Background: an optimization exercise with open tools, aiming at small area. Do not read the settings as production practice. The RTL was checked by simulation tests, not by an equivalence proof against the original design. Power and IR drop assume default switching activity.

### flow/run.sh
#!/bin/bash
# synth_recipe.tcl (not shown) runs the flow's synth.tcl, then flattens the netlist and writes it again
# the make line also repeats each setting of config.mk as NAME=value (left out here)
make -C /OpenROAD-flow-scripts/flow DESIGN_CONFIG=/design/flow/config.mk WORK_HOME=/design/flow/orfs CLKGATE_MAP_FILE= SYNTH_SCRIPT=/design/flow/synth_recipe.tcl finish
### flow/config.mk
export PLATFORM = sky130hd
export DESIGN_NAME = hub75_direct
export DESIGN_NICKNAME = hub75_direct
export VERILOG_FILES = /design/flow/design.v
export SDC_FILE = /design/flow/constraint.sdc
export NUM_CORES = 4
export LEC_CHECK = 0
export CAP_MARGIN = 20
export CORE_MARGIN = 2
export CORE_UTILIZATION = 40
export PLACE_DENSITY = 0.6
export SLEW_MARGIN = 20
### flow/constraint.sdc
create_clock -name core_clock -period 8.0 [get_ports {clk}]
set_input_delay 1.6000 -clock core_clock [delete_from_list [all_inputs] [get_ports {clk}]]
set_output_delay 1.6000 -clock core_clock [all_outputs]
set_load 0.01 [all_outputs]
### flow/design.v
module hub75_light_lut (
    input  wire [7:0] v,
    output reg  [7:0] u
);
    always @* begin
        case (v)
            8'd0: u = 8'd0;
            8'd1: u = 8'd0;
            8'd2: u = 8'd0;
            8'd3: u = 8'd0;
            8'd4: u = 8'd0;
            8'd5: u = 8'd1;
            8'd6: u = 8'd1;
            8'd7: u = 8'd1;
            8'd8: u = 8'd1;
            8'd9: u = 8'd1;
            8'd10: u = 8'd1;
            8'd11: u = 8'd1;
            8'd12: u = 8'd1;
            8'd13: u = 8'd1;
            8'd14: u = 8'd2;
            8'd15: u = 8'd2;
            8'd16: u = 8'd2;
            8'd17: u = 8'd2;
            8'd18: u = 8'd2;
            8'd19: u = 8'd2;
            8'd20: u = 8'd2;
            8'd21: u = 8'd2;
            8'd22: u = 8'd2;
            8'd23: u = 8'd3;
            8'd24: u = 8'd3;
            8'd25: u = 8'd3;
            8'd26: u = 8'd3;
            8'd27: u = 8'd3;
            8'd28: u = 8'd3;
            8'd29: u = 8'd3;
            8'd30: u = 8'd3;
            8'd31: u = 8'd4;
            8'd32: u = 8'd4;
            8'd33: u = 8'd4;
            8'd34: u = 8'd4;
            8'd35: u = 8'd4;
            8'd36: u = 8'd4;
            8'd37: u = 8'd5;
            8'd38: u = 8'd5;
            8'd39: u = 8'd5;
            8'd40: u = 8'd5;
            8'd41: u = 8'd5;
            8'd42: u = 8'd6;
            8'd43: u = 8'd6;
            8'd44: u = 8'd6;
            8'd45: u = 8'd6;
            8'd46: u = 8'd6;
            8'd47: u = 8'd7;
            8'd48: u = 8'd7;
            8'd49: u = 8'd7;
            8'd50: u = 8'd7;
            8'd51: u = 8'd8;
            8'd52: u = 8'd8;
            8'd53: u = 8'd8;
            8'd54: u = 8'd8;
            8'd55: u = 8'd9;
            8'd56: u = 8'd9;
            8'd57: u = 8'd9;
            8'd58: u = 8'd10;
            8'd59: u = 8'd10;
            8'd60: u = 8'd10;
            8'd61: u = 8'd10;
            8'd62: u = 8'd11;
            8'd63: u = 8'd11;
            8'd64: u = 8'd11;
            8'd65: u = 8'd12;
            8'd66: u = 8'd12;
            8'd67: u = 8'd12;
            8'd68: u = 8'd13;
            8'd69: u = 8'd13;
            8'd70: u = 8'd13;
            8'd71: u = 8'd14;
            8'd72: u = 8'd14;
            8'd73: u = 8'd15;
            8'd74: u = 8'd15;
            8'd75: u = 8'd15;
            8'd76: u = 8'd16;
            8'd77: u = 8'd16;
            8'd78: u = 8'd17;
            8'd79: u = 8'd17;
            8'd80: u = 8'd17;
            8'd81: u = 8'd18;
            8'd82: u = 8'd18;
            8'd83: u = 8'd19;
            8'd84: u = 8'd19;
            8'd85: u = 8'd20;
            8'd86: u = 8'd20;
            8'd87: u = 8'd21;
            8'd88: u = 8'd21;
            8'd89: u = 8'd22;
            8'd90: u = 8'd22;
            8'd91: u = 8'd23;
            8'd92: u = 8'd23;
            8'd93: u = 8'd24;
            8'd94: u = 8'd24;
            8'd95: u = 8'd25;
            8'd96: u = 8'd25;
            8'd97: u = 8'd26;
            8'd98: u = 8'd26;
            8'd99: u = 8'd27;
            8'd100: u = 8'd28;
            8'd101: u = 8'd28;
            8'd102: u = 8'd29;
            8'd103: u = 8'd29;
            8'd104: u = 8'd30;
            8'd105: u = 8'd31;
            8'd106: u = 8'd31;
            8'd107: u = 8'd32;
            8'd108: u = 8'd32;
            8'd109: u = 8'd33;
            8'd110: u = 8'd34;
            8'd111: u = 8'd34;
            8'd112: u = 8'd35;
            8'd113: u = 8'd36;
            8'd114: u = 8'd37;
            8'd115: u = 8'd37;
            8'd116: u = 8'd38;
            8'd117: u = 8'd39;
            8'd118: u = 8'd39;
            8'd119: u = 8'd40;
            8'd120: u = 8'd41;
            8'd121: u = 8'd42;
            8'd122: u = 8'd43;
            8'd123: u = 8'd43;
            8'd124: u = 8'd44;
            8'd125: u = 8'd45;
            8'd126: u = 8'd46;
            8'd127: u = 8'd47;
            8'd128: u = 8'd47;
            8'd129: u = 8'd48;
            8'd130: u = 8'd49;
            8'd131: u = 8'd50;
            8'd132: u = 8'd51;
            8'd133: u = 8'd52;
            8'd134: u = 8'd53;
            8'd135: u = 8'd54;
            8'd136: u = 8'd54;
            8'd137: u = 8'd55;
            8'd138: u = 8'd56;
            8'd139: u = 8'd57;
            8'd140: u = 8'd58;
            8'd141: u = 8'd59;
            8'd142: u = 8'd60;
            8'd143: u = 8'd61;
            8'd144: u = 8'd62;
            8'd145: u = 8'd63;
            8'd146: u = 8'd64;
            8'd147: u = 8'd65;
            8'd148: u = 8'd66;
            8'd149: u = 8'd67;
            8'd150: u = 8'd68;
            8'd151: u = 8'd70;
            8'd152: u = 8'd71;
            8'd153: u = 8'd72;
            8'd154: u = 8'd73;
            8'd155: u = 8'd74;
            8'd156: u = 8'd75;
            8'd157: u = 8'd76;
            8'd158: u = 8'd77;
            8'd159: u = 8'd79;
            8'd160: u = 8'd80;
            8'd161: u = 8'd81;
            8'd162: u = 8'd82;
            8'd163: u = 8'd83;
            8'd164: u = 8'd85;
            8'd165: u = 8'd86;
            8'd166: u = 8'd87;
            8'd167: u = 8'd88;
            8'd168: u = 8'd90;
            8'd169: u = 8'd91;
            8'd170: u = 8'd92;
            8'd171: u = 8'd94;
            8'd172: u = 8'd95;
            8'd173: u = 8'd96;
            8'd174: u = 8'd98;
            8'd175: u = 8'd99;
            8'd176: u = 8'd100;
            8'd177: u = 8'd102;
            8'd178: u = 8'd103;
            8'd179: u = 8'd105;
            8'd180: u = 8'd106;
            8'd181: u = 8'd108;
            8'd182: u = 8'd109;
            8'd183: u = 8'd110;
            8'd184: u = 8'd112;
            8'd185: u = 8'd113;
            8'd186: u = 8'd115;
            8'd187: u = 8'd116;
            8'd188: u = 8'd118;
            8'd189: u = 8'd120;
            8'd190: u = 8'd121;
            8'd191: u = 8'd123;
            8'd192: u = 8'd124;
            8'd193: u = 8'd126;
            8'd194: u = 8'd128;
            8'd195: u = 8'd129;
            8'd196: u = 8'd131;
            8'd197: u = 8'd132;
            8'd198: u = 8'd134;
            8'd199: u = 8'd136;
            8'd200: u = 8'd138;
            8'd201: u = 8'd139;
            8'd202: u = 8'd141;
            8'd203: u = 8'd143;
            8'd204: u = 8'd145;
            8'd205: u = 8'd146;
            8'd206: u = 8'd148;
            8'd207: u = 8'd150;
            8'd208: u = 8'd152;
            8'd209: u = 8'd154;
            8'd210: u = 8'd155;
            8'd211: u = 8'd157;
            8'd212: u = 8'd159;
            8'd213: u = 8'd161;
            8'd214: u = 8'd163;
            8'd215: u = 8'd165;
            8'd216: u = 8'd167;
            8'd217: u = 8'd169;
            8'd218: u = 8'd171;
            8'd219: u = 8'd173;
            8'd220: u = 8'd175;
            8'd221: u = 8'd177;
            8'd222: u = 8'd179;
            8'd223: u = 8'd181;
            8'd224: u = 8'd183;
            8'd225: u = 8'd185;
            8'd226: u = 8'd187;
            8'd227: u = 8'd189;
            8'd228: u = 8'd191;
            8'd229: u = 8'd193;
            8'd230: u = 8'd196;
            8'd231: u = 8'd198;
            8'd232: u = 8'd200;
            8'd233: u = 8'd202;
            8'd234: u = 8'd204;
            8'd235: u = 8'd207;
            8'd236: u = 8'd209;
            8'd237: u = 8'd211;
            8'd238: u = 8'd214;
            8'd239: u = 8'd216;
            8'd240: u = 8'd218;
            8'd241: u = 8'd220;
            8'd242: u = 8'd223;
            8'd243: u = 8'd225;
            8'd244: u = 8'd228;
            8'd245: u = 8'd230;
            8'd246: u = 8'd232;
            8'd247: u = 8'd235;
            8'd248: u = 8'd237;
            8'd249: u = 8'd240;
            8'd250: u = 8'd242;
            8'd251: u = 8'd245;
            8'd252: u = 8'd247;
            8'd253: u = 8'd250;
            8'd254: u = 8'd252;
            8'd255: u = 8'd255;
            default: u = 8'd0;
        endcase
    end
endmodule
module hub75_direct (
    input  wire        clk,
    input  wire        rst,           
    input  wire        op_valid,
    input  wire [1:0]  op_code,       
    input  wire [69:0] cfg_pos,       
    input  wire [5:0]  cfg_width,     
    input  wire [3:0]  cfg_depth,     
    input  wire [5:0]  cfg_map,       
    input  wire [7:0]  cfg_dwell,     
    input  wire        fault_valid,
    input  wire [3:0]  fault_cause,
    input  wire        fb_bank,       
    input  wire        fb_wbusy,      
    output wire        mem_en,
    output wire [11:0] mem_addr,      
    input  wire [47:0] mem_rdata,     
    output wire [31:0] bus_word,
    output wire [31:0] bus_mask,
    output reg         bus_we,
    output wire [1:0]  run_state,
    output wire        cfg_valid,
    output wire        stop_pending,
    output wire        act_bank,
    output reg  [1:0]  err_class,
    output reg  [3:0]  err_cause,
    output reg  [5:0]  err_a,
    output reg  [5:0]  err_b
);
    localparam [1:0] OP_CONFIGURE = 2'd0;
    localparam [1:0] OP_START     = 2'd1;
    localparam [1:0] OP_STOP      = 2'd2;
    localparam [1:0] S_IDLE     = 2'd0;
    localparam [1:0] S_RUNNING  = 2'd1;
    localparam [1:0] S_STOPPING = 2'd2;
    localparam [1:0] S_FAULTED  = 2'd3;
    localparam [3:0] E_OUT_OF_RANGE       = 4'd1;
    localparam [3:0] E_COLLISION          = 4'd2;
    localparam [3:0] E_WIDTH_RANGE        = 4'd3;
    localparam [3:0] E_DEPTH_RANGE        = 4'd4;
    localparam [3:0] E_BAD_CHAN_MAP       = 4'd5;
    localparam [3:0] E_ALREADY_CONFIGURED = 4'd6;
    localparam [3:0] E_NOT_CONFIGURED     = 4'd7;
    reg        cfg_ok;
    reg [4:0]  pos [0:13];
    reg [3:0]  depth;
    reg [5:0]  chan_map;
    reg [7:0]  dwell_unit;
    reg [1:0]  run;
    reg        stopreq;
    reg        bank;
    reg [2:0]  plane;
    reg [4:0]  row;
    reg [7:0]  q;           
    reg [5:0]  col;         
    reg [1:0]  ph;          
    reg        at_end;      
    reg        holding;     
    reg [14:0] hold_cnt;
    reg [5:0]  l_rgb;
    reg [4:0]  l_addr;
    reg        l_clk;
    reg        l_lat;
    reg        l_oe;
    assign run_state    = run;
    assign cfg_valid    = cfg_ok;
    assign stop_pending = stopreq;
    assign act_bank     = bank;
    wire [4:0] in_pos [0:13];
    genvar gi;
    generate
        for (gi = 0; gi < 14; gi = gi + 1) begin : g_inpos
            assign in_pos[gi] = cfg_pos[5*gi +: 5];
        end
    endgenerate
    reg        chk_fail;
    reg [3:0]  chk_cause;
    reg [5:0]  chk_a;
    reg [5:0]  chk_b;
    integer i, j;
    always @* begin
        chk_fail  = 1'b0;
        chk_cause = 4'd0;
        chk_a     = 6'd0;
        chk_b     = 6'd0;
        if (cfg_ok) begin
            chk_fail  = 1'b1;
            chk_cause = E_ALREADY_CONFIGURED;
        end else if (cfg_width > 6'd32) begin
            chk_fail  = 1'b1;
            chk_cause = E_WIDTH_RANGE;
            chk_a     = cfg_width;
        end
        if (!chk_fail) begin
            for (i = 0; i < 14; i = i + 1) begin
                if (!chk_fail && ({1'b0, in_pos[i]} >= cfg_width)) begin
                    chk_fail  = 1'b1;
                    chk_cause = E_OUT_OF_RANGE;
                    chk_a     = i[5:0];
                    chk_b     = {1'b0, in_pos[i]};
                end
            end
        end
        if (!chk_fail) begin
            for (i = 0; i < 13; i = i + 1) begin
                for (j = i + 1; j < 14; j = j + 1) begin
                    if (!chk_fail && (in_pos[i] == in_pos[j])) begin
                        chk_fail  = 1'b1;
                        chk_cause = E_COLLISION;
                        chk_a     = i[5:0];
                        chk_b     = j[5:0];
                    end
                end
            end
        end
        if (!chk_fail && (cfg_depth < 4'd5 || cfg_depth > 4'd8)) begin
            chk_fail  = 1'b1;
            chk_cause = E_DEPTH_RANGE;
            chk_a     = {2'b00, cfg_depth};
        end
        if (!chk_fail && (cfg_map[1:0] == 2'd3 || cfg_map[3:2] == 2'd3 || cfg_map[5:4] == 2'd3 ||
                          cfg_map[1:0] == cfg_map[3:2] || cfg_map[1:0] == cfg_map[5:4] ||
                          cfg_map[3:2] == cfg_map[5:4])) begin
            chk_fail  = 1'b1;
            chk_cause = E_BAD_CHAN_MAP;
        end
    end
    wire is_body   = (run == S_RUNNING) && !at_end && !holding;
    wire row_start = is_body && (q == 8'd0);
    wire bank_now = (row_start && !fb_wbusy) ? fb_bank : bank;
    assign mem_en   = (row_start && !stopreq) ||
                      (is_body && q >= 8'd1 && q <= 8'd192 && ph == 2'd2 && col != 6'd63);
    assign mem_addr = {bank_now, row, (q == 8'd0) ? 6'd0 : col + 6'd1};
    wire [7:0] top_ch [0:2];
    wire [7:0] bot_ch [0:2];
    assign top_ch[0] = mem_rdata[7:0];
    assign top_ch[1] = mem_rdata[15:8];
    assign top_ch[2] = mem_rdata[23:16];
    assign bot_ch[0] = mem_rdata[31:24];
    assign bot_ch[1] = mem_rdata[39:32];
    assign bot_ch[2] = mem_rdata[47:40];
    wire [7:0] raw  [0:5];
    wire [7:0] corr [0:5];
    wire [3:0] bit_idx = 4'd8 - depth + {1'b0, plane};
    wire [5:0] entry;
    generate
        for (gi = 0; gi < 3; gi = gi + 1) begin : g_lut
            wire [1:0] m = chan_map[2*gi +: 2];
            assign raw[gi]     = (m == 2'd0) ? top_ch[0] : (m == 2'd1) ? top_ch[1] : top_ch[2];
            assign raw[gi + 3] = (m == 2'd0) ? bot_ch[0] : (m == 2'd1) ? bot_ch[1] : bot_ch[2];
            hub75_light_lut u_top (.v(raw[gi]),     .u(corr[gi]));
            hub75_light_lut u_bot (.v(raw[gi + 3]), .u(corr[gi + 3]));
        end
        for (gi = 0; gi < 6; gi = gi + 1) begin : g_slice
            assign entry[gi] = corr[gi][bit_idx[2:0]];
        end
    endgenerate
    wire [13:0] lw = {l_oe, l_lat, l_clk, l_addr, l_rgb};
    reg  [31:0] pack_word;
    reg  [31:0] pack_mask;
    integer b, k;
    always @* begin
        pack_word = 32'd0;
        pack_mask = 32'd0;
        for (b = 0; b < 32; b = b + 1) begin
            for (k = 0; k < 14; k = k + 1) begin
                if (cfg_ok && pos[k] == b[4:0]) begin
                    pack_mask[b] = 1'b1;
                    pack_word[b] = lw[k];
                end
            end
        end
    end
    assign bus_word = pack_word;
    assign bus_mask = pack_mask;
    wire [2:0]  top_plane = depth[2:0] - 3'd1;           
    wire [14:0] dwell_p   = {7'd0, dwell_unit} << plane;
    wire        engine_on = (run == S_RUNNING) || (run == S_STOPPING);
    wire        do_fault  = fault_valid && engine_on;
    always @(posedge clk) begin
        if (rst) begin
            cfg_ok     <= 1'b0;
            for (k = 0; k < 14; k = k + 1)
                pos[k] <= 5'd0;
            depth      <= 4'd0;
            chan_map   <= 6'd0;
            dwell_unit <= 8'd0;
            run        <= S_IDLE;
            stopreq    <= 1'b0;
            bank       <= 1'b0;
            plane      <= 3'd0;
            row        <= 5'd0;
            q          <= 8'd0;
            col        <= 6'd0;
            ph         <= 2'd0;
            at_end     <= 1'b0;
            holding    <= 1'b0;
            hold_cnt   <= 15'd0;
            l_rgb      <= 6'd0;
            l_addr     <= 5'd0;
            l_clk      <= 1'b0;
            l_lat      <= 1'b1;
            l_oe       <= 1'b1;
            bus_we     <= 1'b0;
            err_class  <= 2'd0;
            err_cause  <= 4'd0;
            err_a      <= 6'd0;
            err_b      <= 6'd0;
        end else begin
            bus_we <= 1'b0;
            if (do_fault) begin
                l_oe      <= 1'b1;
                bus_we    <= 1'b1;
                run       <= S_FAULTED;
                err_class <= 2'd3;
                err_cause <= fault_cause;
                err_a     <= 6'd0;
                err_b     <= 6'd0;
            end else if (run == S_STOPPING) begin
                l_rgb  <= 6'd0;
                l_addr <= 5'd0;
                l_clk  <= 1'b0;
                l_lat  <= 1'b1;
                l_oe   <= 1'b1;
                bus_we <= 1'b1;
                run    <= S_IDLE;
            end else if (run == S_RUNNING) begin
                if (at_end) begin
                    l_oe   <= 1'b1;
                    bus_we <= 1'b1;
                    at_end <= 1'b0;
                    plane  <= top_plane;
                    row    <= 5'd0;
                    q      <= 8'd0;
                end else if (holding) begin
                    if (hold_cnt > 15'd1) begin
                        hold_cnt <= hold_cnt - 15'd1;
                    end else begin
                        holding <= 1'b0;
                        q       <= 8'd0;
                        if (row != 5'd31) begin
                            row <= row + 5'd1;
                        end else if (plane != 3'd0) begin
                            plane <= plane - 3'd1;
                            row   <= 5'd0;
                        end else begin
                            row    <= 5'd0;
                            at_end <= 1'b1;
                        end
                    end
                end else if (q == 8'd0 && stopreq) begin
                    l_oe   <= 1'b1;
                    bus_we <= 1'b1;
                    run    <= S_STOPPING;
                end else begin
                    bus_we <= 1'b1;
                    if (q == 8'd0) begin
                        if (!fb_wbusy)
                            bank <= fb_bank;
                        l_rgb <= 6'd0;
                        if (plane == top_plane && row == 5'd0) begin
                            l_addr <= 5'd0;
                            l_clk  <= 1'b0;
                            l_lat  <= 1'b1;
                            l_oe   <= 1'b1;
                        end
                        col <= 6'd0;
                        ph  <= 2'd0;
                    end else if (q <= 8'd192) begin
                        case (ph)
                            2'd0: l_rgb <= entry;        
                            2'd1: l_clk <= 1'b1;         
                            default: l_clk <= 1'b0;      
                        endcase
                        if (ph == 2'd2) begin
                            ph  <= 2'd0;
                            col <= col + 6'd1;
                        end else begin
                            ph <= ph + 2'd1;
                        end
                    end else if (q == 8'd193) begin
                        l_oe <= 1'b1;                    
                    end else if (q == 8'd194) begin
                        l_lat <= 1'b0;                   
                    end else if (q == 8'd195) begin
                        l_lat <= 1'b1;                   
                    end else if (q == 8'd196) begin
                        l_addr <= row;                   
                    end else begin
                        l_oe <= 1'b0;                    
                    end
                    if (q != 8'd197) begin
                        q <= q + 8'd1;
                    end else if (dwell_p != 15'd0) begin
                        holding  <= 1'b1;
                        hold_cnt <= dwell_p;
                    end else begin
                        q <= 8'd0;
                        if (row != 5'd31) begin
                            row <= row + 5'd1;
                        end else if (plane != 3'd0) begin
                            plane <= plane - 3'd1;
                            row   <= 5'd0;
                        end else begin
                            row    <= 5'd0;
                            at_end <= 1'b1;
                        end
                    end
                end
            end
            if (op_valid) begin
                case (op_code)
                    OP_CONFIGURE: begin
                        if (chk_fail) begin
                            if (run != S_FAULTED && !do_fault) begin
                                err_class <= 2'd1;
                                err_cause <= chk_cause;
                                err_a     <= chk_a;
                                err_b     <= chk_b;
                            end
                        end else begin
                            cfg_ok <= 1'b1;
                            for (k = 0; k < 14; k = k + 1)
                                pos[k] <= in_pos[k];
                            depth      <= cfg_depth;
                            chan_map   <= cfg_map;
                            dwell_unit <= cfg_dwell;
                            l_rgb      <= 6'd0;
                            l_addr     <= 5'd0;
                            l_clk      <= 1'b0;
                            l_lat      <= 1'b1;
                            l_oe       <= 1'b1;
                            bus_we     <= 1'b1;
                        end
                    end
                    OP_START: begin
                        if (!cfg_ok) begin
                            err_class <= 2'd1;
                            err_cause <= E_NOT_CONFIGURED;
                            err_a     <= 6'd0;
                            err_b     <= 6'd0;
                        end else if (run == S_IDLE) begin
                            stopreq <= 1'b0;
                            run     <= S_RUNNING;
                            plane   <= top_plane;
                            row     <= 5'd0;
                            q       <= 8'd0;
                            at_end  <= 1'b0;
                            holding <= 1'b0;
                        end
                    end
                    OP_STOP: begin
                        stopreq <= 1'b1;
                    end
                    default: ;
                endcase
            end
        end
    end
endmodule
==> flow_summary.json <==
{
  "tns_ns": 0,
  "syn_nets": 6542,
  "grt_max_degree": 77,
  "synth_cell_type_count": 97,
  "post_cts_buffers": 0,
  "crit_path_end_kind": "register",
  "grt_overflow": 0,
  "fmax_mhz": 146,
  "cts_buffers": 17,
  "pre_cts_ws_ns": 0.841,
  "period_minus_slack_ns": 6.87,
  "area_growth_pct": 10.5,
  "yosys_warnings": 4,
  "die_w_um": 315,
  "ctsResizeCount": 0,
  "ys.flop_type": "dfxtp_1",
  "required_ns": 8.34,
  "via_per_inst": 6.56,
  "ys_ff_latch": 166,
  "seqPwrFrac": 0.233,
  "fin_skew_ns": 0.0160,
  "synth_cells": 6212,
  "cts.sinks": 166,
  "drc": 0,
  "fin_crit_sh": 0.859,
  "intPower_mw": 1.99,
  "cts_htree_levels": 4,
  "synth_edf_count": 0,
  "tightest_slew_ns": 1.21,
  "grt_pass1_wl_um": 279000,
  "io_pins": 255,
  "rsz0062_at_grt": "false",
  "slew_headroom": 0.180,
  "netSwitchingFraction": 0.463,
  "synth_area_mm2": 0.0386,
  "vias": 48700,
  "avgSynthCellArea_um2": 6.22,
  "slew_violations": 0,
  "ir_drop_mv": 0.109,
  "combPwrFrac": 0.539,
  "path_cells": "clkdlybuf4s50_1 > ha_1 > o211ai_1 > o21a_1 > or3_1 > and4_1 > and4_1 > a31oi_2 > nand4_4 > nor2_2 > and4_1 > nand2_4 > buf_12 > nand2_1 > a21oi_1",
  "std_cell_rows": 114,
  "async_flop_share": 0,
  "nNetsFinal": 6460,
  "p_sw_mw": 1.72,
  "postLayoutCoreUtil": 0.444,
  "worst_slack_ns": 1.13,
  "outcome": "finished clean",
  "worst_setup_path_start_kind": "primary input",
  "cp_max_fo": 51,
  "p_leak_nw": 14.9,
  "portBuffers": 254,
  "clock_path_buffers": 2,
  "first_pass_iters": 7,
  "globalplace.congestion": 1.07,
  "slowest_stage": "clkdlybuf4s50_1",
  "wire_per_inst_um": 25.5,
  "n_fill_cell": 10300,
  "min_path_type": "register to register",
  "path_clk_slew_ns": 0.07,
  "antenna_found_initial": 12,
  "final_layout_size_suffix_gt1_frac": 0.0558,
  "maxCapViolations": 0,
  "final_antenna_net_count": 0,
  "setup_violations": 0,
  "finalHoldViolations": 0,
  "finalWirelength_um": 189000,
  "critPathTopFamily": "simple AND/OR/NAND/NOR gates",
  "tritoncts": "done",
  "grt.total_usage": 0.363,
  "root_buffer": "clkbuf_16",
  "core_area_mm2": 0.0963,
  "arrival_ns": 7.21,
  "regArea_mm2": 0.00333,
  "clk_latency_ns": 0.49,
  "dp_hpwl_um": 143000,
  "path_common_cell": "and4_1",
  "grt_pass1_vias": 43800,
  "yosysSeqAreaShare": 0.0860,
  "crit_buf_inv": 2,
  "crit_type": "primary input to register",
  "drt_iter0_markers": 7017,
  "die_h_um": 315,
  "multi_input_area_mm2": 0.0327,
  "die-area_mm2": 0.0991,
  "cts_hold_buffers": 0,
  "powerDensity_mw_per_mm2": 86.8,
  "max_stage_delay_ns": 0.79,
  "initial_utilization": 0.401,
  "pwr-share-clk": 0.228,
  "p_total_mw": 3.71
}
## flip-flops by register name, summed over array words and instances (netlist names), 5 cells and up
name and cells:
pos 70, hold_cnt 15, dwell_unit 8, q 8, chan_map 6, col 6, err_a 6, err_b 6
l_rgb 6, l_addr 5, row 5
## power by group through the flow
stage / clock network (mW) / registers [mW] / logic [mW]
5_1_grt: 0.893 / 0.867 / 2.14
6_report: 0.844 / 0.865 / 2.00
3_3_place_gp: 0 / 0.884 / 1.93
2_1_floorplan: 0 / 0.876 / 1.29
4_1_cts: 0.865 / 0.864 / 1.94
3_5_place_dp: 0 / 0.883 / 1.93
## stage by stage
stage / hold WS [ns] / cells / area [um^2]
2_1_floorplan: 0.432 / 6212 / 38600
3_3_place_gp: 0.437 / 7387 / 42100
3_5_place_dp: 0.444 / 7387 / 42100
4_1_cts: 0.456 / 7419 / 42700
5_1_grt: 0.488 / 7422 / 42700
6_report: 0.458 / 7425 / 42700
## cells by family after synthesis
logic type                 Yosys count  synth area share
muxes                              151            0.0405
buffers and inverters              651            0.0699
xor gates and xnor gates           487             0.110
and+or+nand+nor                   2700             0.325
AOI/OAI and AO/OA                 1881             0.311
DFF                                166            0.0860
adders and majority gates          176            0.0572
## routing by layer
metal | track usage | wire length (um)
met1 | 0.484 | 78000
met2 | 0.556 | 81000
met3 | 0.0872 | 21200
met4 | 0.149 | 8920
met5 | 0.000967 | 109
## cell usage after synthesis (87+ instances only)
cell      count  area, um^2
a31oi_1     138         863
ha_1        175        2190
nand2b_1     87         544
nand3_1     326        1630
nor3_1      279        1400
o21ai_0     374        1870
nand2_1     890        3340
clkbuf_1    367        1380
xnor2_1     242        2120
a211oi_1    138        1040
mux2i_1     134        1340
a21oi_1     551        2760
nand4_1      90         563
nor2b_1      93         582
nor2_1      662        2480
xor2_1      245        2150
o211ai_1    134        1010
dfxtp_1     166        3320
buf_2       136         681
## layout by cell type (no fill, tap or decap), drive strengths merged, types with 24 or more instances in the layout
| cell | n |
|---|---|
| o21ai | 402 |
| o22ai | 54 |
| nor4 | 39 |
| a31oi | 139 |
| a22oi | 56 |
| a311oi | 31 |
| nand2 | 891 |
| o311ai | 25 |
| a21oi | 551 |
| or3 | 24 |
| nor2 | 665 |
| buf | 213 |
| and2 | 34 |
| a221oi | 49 |
| xnor2 | 242 |
| and3 | 36 |
| nor3 | 279 |
| o2111ai | 54 |
| xor2 | 245 |
| o31ai | 25 |
| nand4 | 93 |
| ha | 175 |
| a211oi | 139 |
| nor2b | 93 |
| o21a | 29 |
| nand3 | 327 |
| nand2b | 87 |
| inv | 86 |
| clkdlybuf4s50 | 253 |
| o211ai | 134 |
| dfxtp | 166 |
| mux2i | 134 |
## cell type report
class,instances,area share
Clock inverter,15,0.00381
Timing Repair Buffer,466,0.0970
Antenna cell,6,0.000351
Clock buffer,17,0.00996
Multi-Input combinational cell,5395,0.766
Sequential cell,166,0.0780
Inverter,84,0.00738
Tap cell,1276,0.0374
## worst min-delay path, stage by stage, from the launching register on
cell,delay [ns]
dfxtp_1,0.31
inv_1,0.05
a21oi_1,0.05
## worst paths after layout
path	endpoint	slack [ns]	from	cells after the start
max reg2reg	pos[11][0]	2.74	cfg_ok	12
max	pos[11][0]	1.13	cfg_pos[12]	15
min	err_class[0]	0.46	err_class[0]	2
min reg2reg	err_class[0]	0.46	err_class[0]	2

## re-timing with driven ports
In the flow no input, the clock included, has a driving cell. The finished layout below was timed again as built, in two steps.
Step 1, drivers: a clkbuf_16 drives clk and a buf_2 each remaining input, both assumed.
Step 2 times the ports against the registers' clock, not the clock port: input delays grow and output delays shrink by t, the midpoint of the rising clock arrivals with the driver on.
Slacks: no drivers / after step 1 / after step 2; pairs: no drivers / after step 1.
t, ns: 0.544
setup slack, ns: 1.129 / 1.164 / 0.620
worst register clock-pin slew, ns: 0.08 / 0.08
After both steps this run still meets setup and hold. For this run, drivers alone change the setup slack by +0.035 ns; drivers and shift together by -0.509 ns.
